This design comes from an exercise in tuning for small area, a short achievable clock period and few clock cycles on the open sky130 flow, not from production work.
Only simulation tests tie the RTL to the original design; equivalence was not proved.
Power is estimated from default activity; no workload was simulated.

## flow/design.v (module list and top-level ports; edited modules follow where they fit)
// module hash_engine: 629 lines
// module he_dd8: 25 lines
// module he_sqrt2: 15 lines
// module he_q5: 9 lines
// module bk_add: 51 lines
// module he_push: 299 lines
// module he_bmul: 539 lines
// module he_cmul: 1501 lines
// module he_conv: 131 lines
module hash_engine (
    input  wire        clk,
    input  wire        rst,
    input  wire        cmd_valid,
    output wire        cmd_ready,
    input  wire [15:0] cmd_word,
    output reg         rsp_valid,
    input  wire        rsp_ready,
    output reg  [2:0]  rsp_code,
    output reg  [63:0] rsp_data
);
  // ...
==> flow/flow/run.sh <==
#!/bin/bash
# The standard layout (standard.sh, unchanged synthesis and steps), with one change: the
# buffers that global placement puts on the input and output ports are sky130_fd_sc_hd__buf_4
# cells instead of the default choice (a slow clkdlybuf4s50_1). Every port still gets a buffer.
# make's full output, which includes the output of every tool it runs, goes to standard.log
# here; ORFS also keeps each step's own log under orfs/logs/.
set -euo pipefail
cd "$(dirname "$0")/.."
bash standard.sh "BUFFER_PORTS_ARGS=-buffer_cell sky130_fd_sc_hd__buf_4" finish > standard.log 2>&1
==> flow/standard.sh <==
#!/bin/bash
# synth_recipe.tcl (not shown) runs the flow's synth.tcl, then flattens the netlist and writes it again
# the make line also repeats each setting of config.mk as NAME=value (left out here)
make -C /OpenROAD-flow-scripts/flow DESIGN_CONFIG=/design/flow/config.mk WORK_HOME=/design/flow/orfs CLKGATE_MAP_FILE= SYNTH_SCRIPT=/design/flow/synth_recipe.tcl "${@:-finish}"
==> flow/config.mk <==
export PLATFORM = sky130hd
export DESIGN_NAME = hash_engine
export DESIGN_NICKNAME = hash_engine
export VERILOG_FILES = /design/flow/design.v
export SDC_FILE = /design/flow/constraint.sdc
export NUM_CORES = 8
export LEC_CHECK = 0
export ABC_AREA = 1
export ABC_CLOCK_PERIOD_IN_PS = 5000
export CAP_MARGIN = 50
export CORE_MARGIN = 2
export CORE_UTILIZATION = 70
export PLACE_DENSITY = 0.8
export SLEW_MARGIN = 50
==> flow/constraint.sdc <==
create_clock -name core_clock -period 18.0 [get_ports {clk}]
set_input_delay 3.6000 -clock core_clock [delete_from_list [all_inputs] [get_ports {clk}]]
set_output_delay 3.6000 -clock core_clock [all_outputs]
set_load 0.01 [all_outputs]
==> flow_summary.json, run 1 <==
{
  "startpoint_type": "register",
  "rr_worst_depth": 24,
  "grt.total_usage": 0.446,
  "clock_power_share": 0.124,
  "crit_fanout": 62,
  "clkSinkCount": 1387,
  "synth_seq_cells": 1387,
  "ys_async_sr_fraction": 0,
  "cts_hold_buf": 0,
  "hold_end": "bn2[31]",
  "syn_area_per_cell_um2": 7.91,
  "hpwlAfterDp_um": 313000,
  "wl_met3_um": 54600,
  "r2r-end": "acc_r[63]",
  "area_growth_syn_to_layout_pct": 6.96,
  "crit_slowest_cell": "buf_4",
  "p_leak_nw": 63.6,
  "comb_power_share": 0.688,
  "n_all_buffers": 249,
  "arrival_ns": 6.57,
  "antenna_found_initial": 12,
  "slew_viol_final": 0,
  "worst_pin_slew_ns": 0.874,
  "final_common_cell": "nand2_1",
  "muxShareOfSynthArea": 0.000232,
  "die_w_um": 434,
  "max_freq_mhz": 174,
  "cts_setup_buffers": 0,
  "status": "no timing/DRC/antenna violations",
  "synth-xor-area-share": 0.0602,
  "cp_cell_sequence": "buf_4 -> inv_2 -> buf_4 -> o211ai_1 -> ha_1 -> fa_1 -> inv_1 -> fa_1 -> inv_1 -> ha_1 -> nand2_1 -> nor3_1 -> nand2_1 -> o211ai_1 -> a21oi_1 -> o21bai_1 -> a21oi_1 -> o21ai_0 -> nand4_1 -> o211ai_1 -> nor2_1 -> a21oi_1 -> o21ai_0 -> a21oi_1",
  "core_area_um2": 184000,
  "htree_levels": 4,
  "met1_usage": 0.589,
  "multi_input_area_share": 0.571,
  "port_buffers": 88,
  "fin_util": 0.755,
  "dieArea_um2": 189000,
  "largestClassByArea": "multi-input combinational cells",
  "cp.required_ns": 18.81,
  "grt_max_degree": 92,
  "path_depth": 24,
  "critical_path_buf_inv_count": 5,
  "dpl-instance-area_um2": 133000,
  "cts_buffers": 156
}
Testbench counts, summed over its fixed seeds: cycles 5,231.
==> run 2, diff against run 1 <==
--- a/flow/config.mk
+++ b/flow/config.mk
@@ -7,8 +7,8 @@
 export LEC_CHECK = 0
 export ABC_AREA = 1
 export ABC_CLOCK_PERIOD_IN_PS = 5000
-export CAP_MARGIN = 50
+export CAP_MARGIN = 40
 export CORE_MARGIN = 2
-export CORE_UTILIZATION = 70
-export PLACE_DENSITY = 0.8
-export SLEW_MARGIN = 50
+export CORE_UTILIZATION = 60
+export PLACE_DENSITY = 0.7
+export SLEW_MARGIN = 40
==> run 2 against run 1 <==
Compared with the run above: sequential cell count unchanged; sequential power up 1%; non-clock buffer count up 22; hold slack got worse by 0.0080 ns.
==> flow_summary.json, run 2 <==
{
  "fill_cells": 19047,
  "dp_slack_ns": 12.15,
  "post-route-min-period_ns": 5.77,
  "p_total_mw": 27.3,
  "port_buffers": 88,
  "synth_seq_cells": 1387,
  "cts.clk_slew.worst_paths_ns": 0.06,
  "crit_fanout": 39,
  "die_h_um": 469,
  "clkSinkCount": 1387,
  "post-route-period-util": 0.321,
  "swShare": 0.488,
  "hpwlAfterDp_um": 321000,
  "cts_setup_buffers": 0,
  "vdd_drop_max_mv": 0.398,
  "die_w_um": 469,
  "instances_no_fill": 19143,
  "status": "no timing/DRC/antenna violations",
  "layout.nets": 17771,
  "criticalPathCategory": "register to register",
  "arrival_ns": 6.47,
  "synth_nets": 18007,
  "regMostFlops": "bcd",
  "rsz0062_at_grt": "false",
  "skew_ns": 0.0700,
  "post-route-worst-setup-slack_ns": 12.23,
  "reg2reg_slack_ns": 12.23,
  "drc": 0,
  "wirelength_um": 421000,
  "max-cap-violations": 0,
  "syn_area_um2": 130000,
  "worstHoldStart": "bn1[52]",
  "grt_pass1_vias": 107178,
  "final_common_cell": "nand2_1",
  "grt_max_degree": 145,
  "synth-edff-count": 1118,
  "ys_seq_area_frac": 0.300,
  "post_cts_resized": 0,
  "pwr_density_cell_nw_per_um2": 197,
  "cts_buffers": 161,
  "fin_util": 0.647,
  "multi_input_comb_area_um2": 78800,
  "syn_inst": 16396,
  "yosys_most_used_dff": "edfxtp_1",
  "cp.required_ns": 18.70,
  "power.internal_mw": 14.0,
  "crit_slowest_cell": "a21oi_1",
  "ant_nets": 0,
  "cp-startpoint": "cph0",
  "seqPwrFrac": 0.194,
  "cp_top_family": "buffers and inverters",
  "dieArea_um2": 220000,
  "critical_path_buf_inv_count": 8,
  "cts_hold_buf": 0,
  "final-hold-violation-count": 0,
  "worst_pin_slew_ns": 0.968,
  "synth.most_common_cell": "nand2_1",
  "num_rows": 170,
  "cp_cell_sequence": "buf_4 -> nand2_1 -> buf_4 -> inv_1 -> a21oi_1 -> clkinv_1 -> o22ai_1 -> xor2_1 -> fa_1 -> inv_1 -> fa_1 -> inv_1 -> fa_1 -> inv_1 -> fa_1 -> inv_1 -> nor2_1",
  "largest_reg_flops": 77,
  "area_growth_syn_to_layout_pct": 7.11,
  "cp-end-kind": "register",
  "min_path_type": "register to register",
  "slew_viol_final": 0,
  "antenna_found_initial": 24,
  "grt_pass1_wl_um": 640000,
  "cp_common_cell": "inv_1",
  "critPathMaxStageDelay_ns": 0.80,
  "regToRegStartpoint": "cph0",
  "layout-drive-gt1-share": 0.0646,
  "grt_overflow": 0,
  "cts_root_buffer": "clkbuf_16",
  "vias_per_cell": 5.96,
  "clock_power_share": 0.129,
  "ys_async_sr_fraction": 0,
  "netlist-cell-type-count": 79,
  "comb_power_share": 0.677,
  "drt_first_pass_iters": 7,
  "clkLatencyLatePin_ns": 0.86,
  "initial_utilization": 0.604,
  "syn_area_per_cell_um2": 7.91,
  "regArea_um2": 39000,
  "synth_top_area_cell": "edfxtp_1",
  "cts_tree": "done",
  "p_leak_nw": 63.7,
  "synth.area.top_cells": "edfxtp_1, fa_1, nand2_1",
  "yosysTopAreaCellShare": 0.259,
  "cts.path.max_buffers": 3,
  "htree_levels": 4,
  "grt.total_usage": 0.379,
  "globalplace.congestion": 1.02,
  "ys_warn_count": 4,
  "ios": 89,
  "core_area_um2": 215000,
  "synth_common_cells": "nand2_1, inv_1, nor2_1",
  "detail_route.iter0.violations": 13669,
  "p_sw_mw": 13.4,
  "setup_viol": 0,
  "final.setup.tns_ns": 0,
  "vias": 114059,
  "wl_per_cell_um": 22.0,
  "placedCellCount": 18830,
  "max_freq_mhz": 173,
  "final_cell_mix": "nand2_1, inv_1, nor2_1",
  "startpoint_type": "register",
  "relSlewSlack": 0.355
}
[run 2: cell counts after synthesis]
No cell type changed its count.
[run 2: metal layers]
layer	vias up	global-route usage	share of wire	wire [um]
li1	53288	-	-	-
met2	5896	0.563	0.43	179000
met1	53870	0.535	0.42	176000
met3	989	0.0856	0.11	45700
met4	16	0.158	0.048	20000
met5	-	0	0.00023	97
[run 2: worst paths after layout]
| kind | endpoint | cells after the start |
|---|---|---|
| max reg2reg | ac[16] | 17 |
| max | ac[16] | 17 |
| min | bn2[52] | 0 |
| min reg2reg | bn2[52] | 0 |
[run 2: final cells by class]
cell class                      count  area share
Antenna cell                        8    0.000144
Clock inverter                     96     0.00887
Inverter                         2580      0.0698
Multi-Input combinational cell  11759       0.568
Clock buffer                      204      0.0319
Timing Repair Buffer              271      0.0157
Tap cell                         2838      0.0256
Sequential cell                  1387       0.281
[run 2: per-stage QoR]
step | cell area [um2] | hold slack (ns)
after global routing | 139000 | 0.403
after global placement | 133000 | 0.402
after detailed placement | 133000 | 0.405
after CTS | 139000 | 0.398
after floorplan | 130000 | 0.400
final | 139000 | 0.398
[run 2: cells by family after synthesis]
logic type               count (synthesis)  synth area share
buffers and inverters                 3250            0.0948
flip-flops                            1387             0.300
multiplexers                             3          0.000232
adder cells (fa/ha/maj)               1591             0.207
AO/OA/AOI/OAI                         2984             0.136
AND/OR/NAND/NOR                       6291             0.201
XOR/XNOR                               890            0.0602
[run 2: power groups by stage]
stage / Sequential, mW / Combinational [mW] / Clock [mW]
5_1_grt: 5.33 / 21.6 / 3.67
4_1_cts: 5.28 / 18.5 / 3.55
6_report: 5.30 / 18.5 / 3.53
3_3_place_gp: 5.34 / 18.0 / 0
3_5_place_dp: 5.34 / 18.4 / 0
2_1_floorplan: 5.03 / 14.0 / 0
[run 2: worst reg2reg max path: stages, from the launching register on]
cell and delay [ns]:
edfxtp_1 0.37, buf_4 0.31, nand2_1 0.14, buf_4 0.39, inv_1 0.54, a21oi_1 0.81
clkinv_1 0.62, o22ai_1 0.30, xor2_1 0.13, fa_1 0.51, inv_1 0.06, fa_1 0.41
inv_1 0.08, fa_1 0.41, inv_1 0.08, fa_1 0.40, inv_1 0.07, nor2_1 0.04

## separate check: timing with driven ports
No port has a modelled driver above. Below, the same layouts with a new extraction and two added sets of constraints.
Step 1 assumes that a clkbuf_16 drives the clock port and a buf_2 every other input.
Step 2 adds t to the input delays and takes it off the output delays; t is the mean of the earliest and latest rising clock arrival at the registers after step 1. Input paths then give back, and output paths get back, about the clock's delay inside the block.
Slacks: ideal ports / drivers / drivers and shift; pairs: ideal ports / drivers.
run | t, ns | slack for setup (ns) | worst hold slack (ns) | worst setup path after step 2 | cell pins on the clock port's net
run 1 | 0.950 | 12.246 / 12.246 / 11.801 | 0.406 / 0.406 / 0.406 | input to register | 1
run 2 | 0.921 | 12.228 / 12.228 / 12.067 | 0.398 / 0.398 / 0.398 | input to register | 1
After both steps setup and hold are still met in every run listed. For run 1, which loses most, drivers alone change the setup slack by 0.000 ns; drivers and shift together by -0.445 ns.
